Context: an optimization exercise on an open-source flow, tuned for small area, a short achievable clock period and few clock cycles per item. The choices shown serve that exercise and are no tape-out recipe. Function was checked by simulation only, so behaviour that the tests miss may differ from the original. Power figures rest on the tool's default switching activity, not on a simulated workload.

// cffu_chk
module cffu_chk (
    input  wire        clk,
    input  wire        rst,           
    input  wire        cmd_valid,
    output wire        cmd_ready,
    input  wire        cmd_crc32,     
    input  wire [19:0] cmd_len,       
    input  wire [31:0] cmd_expect,    
    input  wire        in_valid,
    output wire        in_ready,
    input  wire [31:0] in_data,
    output reg         done,
    output wire [31:0] result,
    output reg         match
);
Size: about 1600 cells after synthesis, roughly 14000 um^2 of cells after synthesis.
Settings: LEC_CHECK=0, CAP_MARGIN=20, CORE_MARGIN=2, CORE_UTILIZATION=52, SETUP_SLACK_MARGIN=5, SLEW_MARGIN=20, TNS_END_PERCENT=0; clock period 8.0 ns.
standard.sh (not shown) runs the stock make flow with config.mk's settings and CLKGATE_MAP_FILE= SYNTH_SCRIPT=/design/flow/synth_recipe.tcl, a recipe that flattens the netlist after the stock synthesis.
==> flow/flow/run.sh <==
#!/bin/bash
# Standard synthesis, then the combinational logic between the standard
# synthesis's registers is re-mapped by ABC for delay (registers, their names
# and cell types are kept as they are), then the standard layout with
# port buffers of our choosing.
set -euo pipefail
W=$(pwd)
R=$W/orfs/results/$FLOW_PLATFORM/cffu_chk/base
LIB=$FLOW_HOME/platforms/$FLOW_PLATFORM/lib/sky130_fd_sc_hd__tt_025C_1v80.lib

bash standard.sh synth > $W/flow_synth.log 2>&1

cp $R/1_2_yosys.v $W/standard_synth.v
DUARGS=""
for c in $(cat $W/flow/dontuse.txt); do DUARGS="$DUARGS -dont_use $c"; done
sed -e "s#@LIB@#$LIB#g" -e "s#@IN@#$W/standard_synth.v#" -e "s#@OUT@#$W/remapped.v#" \
    -e "s#@SCRIPT@#$W/flow/remap.abc#" -e "s#@DU@#$DUARGS#" $W/flow/remap.ys > $W/remap_run.ys
yosys -l $W/flow_remap.log -q $W/remap_run.ys > /dev/null 2>&1
cp $W/remapped.v $R/1_2_yosys.v
rm -f $R/1_synth.odb $R/1_synth.sdc

# repair settings, if any
if [[ -f $W/flow/env.sh ]]; then source $W/flow/env.sh; fi
# port buffers: see flow/ports.tcl
export DONT_BUFFER_PORTS=1
export PRE_GLOBAL_PLACE_TCL=$W/flow/ports.tcl
bash standard.sh > $W/flow_layout.log 2>&1
Other scripts of this flow, unchanged in this note and not shown: flow/flow/dontuse.txt, flow/flow/env.sh, flow/flow/ports.tcl, flow/flow/remap.abc, flow/flow/remap.ys
Testbench counts at the start, summed over its fixed seeds: cycles 47,128, bytes 184,073.
Rerun with:
--- a/flow/design.v
+++ b/flow/design.v
@@ -23,23 +23,21 @@
     reg         st_fin;       
     reg  [3:0]  kcnt;
     reg         qstep, a_ex, b_ex;
     reg  [4:0]  icnt;
     reg         empty;        
     reg         alg_crc;
     reg  [1:0]  zpad;         
     reg  [31:0] expect_q;
     reg  [17:0] wcnt;         
-    reg         wpart;        
     reg  [31:0] in_q;
     reg         in_v, in_l;
     reg  [9:0]  sw_s;
-    reg  [10:0] sw_t;         
     reg  [11:0] sw_w;
     reg         sw_v, sw_l;
     reg  [16:0] xq;           
     reg         ga_q, gb_q;   
     reg  [15:0] lo, hi;       
     reg         a16;          
     reg  [1:0]  bh;           
     assign cmd_ready = cr_q;
     assign in_ready  = rdy_q;
@@ -81,26 +79,26 @@
             3'd3: mul15 = 7'd45;
             3'd4: mul15 = 7'd60;
             3'd5: mul15 = 7'd75;
             3'd6: mul15 = 7'd90;
             default: mul15 = 7'd105;
         endcase
     endfunction
     wire [17:0] len_w  = cmd_len[19:2];
     wire        len_p  = |cmd_len[1:0];
-    wire        wc0    = (wcnt == 18'd0);
     wire        wc1    = (wcnt == 18'd1);
     wire        wc2    = (wcnt == 18'd2);
-    wire        last1  = wpart ? (in_v ? wc1 : wc0) : (in_v ? wc2 : wc1);
-    reg  [17:0] wdec;
+    wire        last1  = in_v ? wc2 : wc1;
+    reg  [17:0] nwords, wdec;
     integer     k;
     always @(*) begin
         for (k = 0; k < 18; k = k + 1) begin
+            nwords[k] = len_w[k] ^ (len_p & (&(len_w | ~((18'd1 << k) - 18'd1))));
             wdec[k]   = wcnt[k] ^ ~(|(wcnt & ((18'd1 << k) - 18'd1)));
         end
     end
     reg [31:0] tmask;
     always @(*) begin
         case (zpad)
             2'd1:    tmask = 32'h00FFFFFF;
             2'd2:    tmask = 32'h0000FFFF;
             2'd3:    tmask = 32'h000000FF;
@@ -111,35 +109,32 @@
     wire [7:0]  d0 = in_q[7:0], d1 = in_q[15:8], d2 = in_q[23:16], d3 = in_q[31:24];
     wire [17:0] e0 = {10'd0, d0}, e1 = {10'd0, d1}, e2 = {10'd0, d2}, e3 = {10'd0, d3};
     wire [17:0] s_a = csa_s(e0, e1, e2), s_b = csa_c(e0, e1, e2);
     wire [17:0] s_sum18 = add3(s_a, s_b, e3);
     wire [9:0]  s_sum = s_sum18[9:0];
     wire [17:0] w_a = csa_s(e0 << 2, e1 << 1, e1), w_b = csa_c(e0 << 2, e1 << 1, e1);
     wire [17:0] w_c = csa_s(w_a, w_b, e2 << 1), w_d = csa_c(w_a, w_b, e2 << 1);
     wire [17:0] w_sum18 = add3(w_c, w_d, e3);
     wire [11:0] w_sum = w_sum18[11:0];
-    wire [17:0] t_c = csa_s(s_a, s_b, e3), t_d = csa_c(s_a, s_b, e3);
-    wire [17:0] t_sum18 = add3(t_c, t_d, 18'd15);
-    wire [10:0] t_sum = t_sum18[10:0];
     wire [3:0]  zk     = {2'd0, zpad};
     wire        afin_n = adl_last | (st_ini & empty & !alg_crc) | (st_afin & !b_ex);
     wire [3:0]  kcnt_n = st_afin ? kcnt + 4'd1 : 4'd0;
     wire        qstep_n = afin_n & (zpad != 2'd0) & (kcnt_n >= 4'd2) & (kcnt_n <= zk + 4'd1);
     wire        a_ex_n  = afin_n & (kcnt_n == 4'd2);
     wire        b_ex_n  = afin_n & (kcnt_n == ((zpad == 2'd0) ? 4'd3 : zk + 4'd5));
     wire        ga_set = st_afin & (kcnt == 4'd1);
     wire        gb_set = st_afin & (kcnt == ((zpad == 2'd0) ? 4'd2 : zk + 4'd4));
     wire        ge_a   = (&lo[15:4]) & (|lo[3:0]);
     wire        ge_b   = (&hi[15:4]) & (|hi[3:0]);
     wire        fa     = a16 | ga_q;
     wire [1:0]  fb     = {bh[1], bh[0] | gb_q};
     wire [2:0]  a_top  = {a16, lo[15:14]};
-    wire [17:0] a_nx18 = ks_add({2'd0, lo}, fa ? {7'd0, sw_t} : {8'd0, sw_s});
+    wire [17:0] a_nx18 = add3({2'd0, lo}, {14'd0, fa, fa, fa, fa}, {8'd0, sw_s});
     wire [16:0] a_nx   = a_nx18[16:0];
     wire [17:0] b_nx   = add3({2'd0, hi}, {11'd0, mul15({1'b0, fb})}, {1'b0, xq});
     wire [16:0] x_op1  = sw_v ? {1'b0, lo[13:0], 2'd0} : qstep ? {1'b0, ~lo} : 17'd0;
     wire [16:0] x_op2  = sw_v ? {10'd0, mul15(a_top)} : 17'd0;
     wire [16:0] x_op3  = {5'd0, sw_w} | (qstep ? 17'd65507 : 17'd0);
     wire [17:0] x_nx18 = add3({1'b0, x_op1}, {1'b0, x_op2}, {1'b0, x_op3});
     wire [16:0] x_nx   = x_nx18[16:0];
     function [31:0] crc32_unbit(input [31:0] r);
         reg [31:0] t;
@@ -256,27 +251,25 @@
     wire [31:0] crc_iv = ~crc32_unbit(~crc_c);
     wire inv_last   = st_inv & (icnt == 5'd0);
     wire to_fin     = (crc_last & (zpad == 2'd0)) | (st_ini & empty & alg_crc) | b_ex | inv_last;
     always @(posedge clk) begin
         if (cr_q) begin
             alg_crc  <= cmd_crc32;
             zpad     <= -cmd_len[1:0];
             expect_q <= cmd_expect;
             empty    <= (cmd_len == 20'd0);
-            wpart    <= len_p;
         end
         if (cr_q)
-            wcnt <= len_w;
+            wcnt <= nwords;
         else if (in_v)
             wcnt <= wdec;
         in_q <= in_m;
         sw_s <= in_v ? s_sum : 10'd0;
-        sw_t <= in_v ? t_sum : 11'd15;
         sw_w <= in_v ? w_sum : 12'd0;
         xq   <= x_nx;
         ga_q <= ga_set & ge_a & !a16;
         gb_q <= gb_set & ge_b & !bh[0];
         if (st_ini) begin
             lo  <= alg_crc ? 16'd0 : 16'd1;
             hi  <= 16'd0;
             a16 <= 1'b0;
             bh  <= 2'd0;
Outcome:
- fmax grows by 3.0%
- total power shrinks by 8.9%
- via count shrinks by 2.0%
- routed wire length shrinks by 2.2%
- setup slack is better by 0.10 ns
Testbench counts after the change, summed over its fixed seeds: cycles 47,128, bytes 184,073.

separate check: timing with driven ports:
Ports are ideal in the flow. The routed layouts listed here were re-timed in OpenROAD. Step 1: set_driving_cell puts a clkbuf_16 on clk and a buf_2 on each other input, an assumption about the parent block. Step 2 also shifts input and output timing later by t, the mid clock arrival at the registers, as if the neighbouring blocks saw the same clock. Slacks: ideal ports / drivers / drivers and shift; pairs: ideal ports / drivers.
run | t (ns) | setup WS [ns] | clock arrival spread, ns | slew at the worst register clock pin (ns)
the first run | 0.489 | 4.511 / 4.511 / 4.511 | 0.017 / 0.016 | 0.09 / 0.09
the second run | 0.483 | 4.613 / 4.613 / 4.249 | 0.020 / 0.020 | 0.08 / 0.08
After both steps every run listed still meets setup and hold. The setup slack of the second run, which loses most, moves by 0.000 ns with the drivers and by -0.364 ns with both steps.
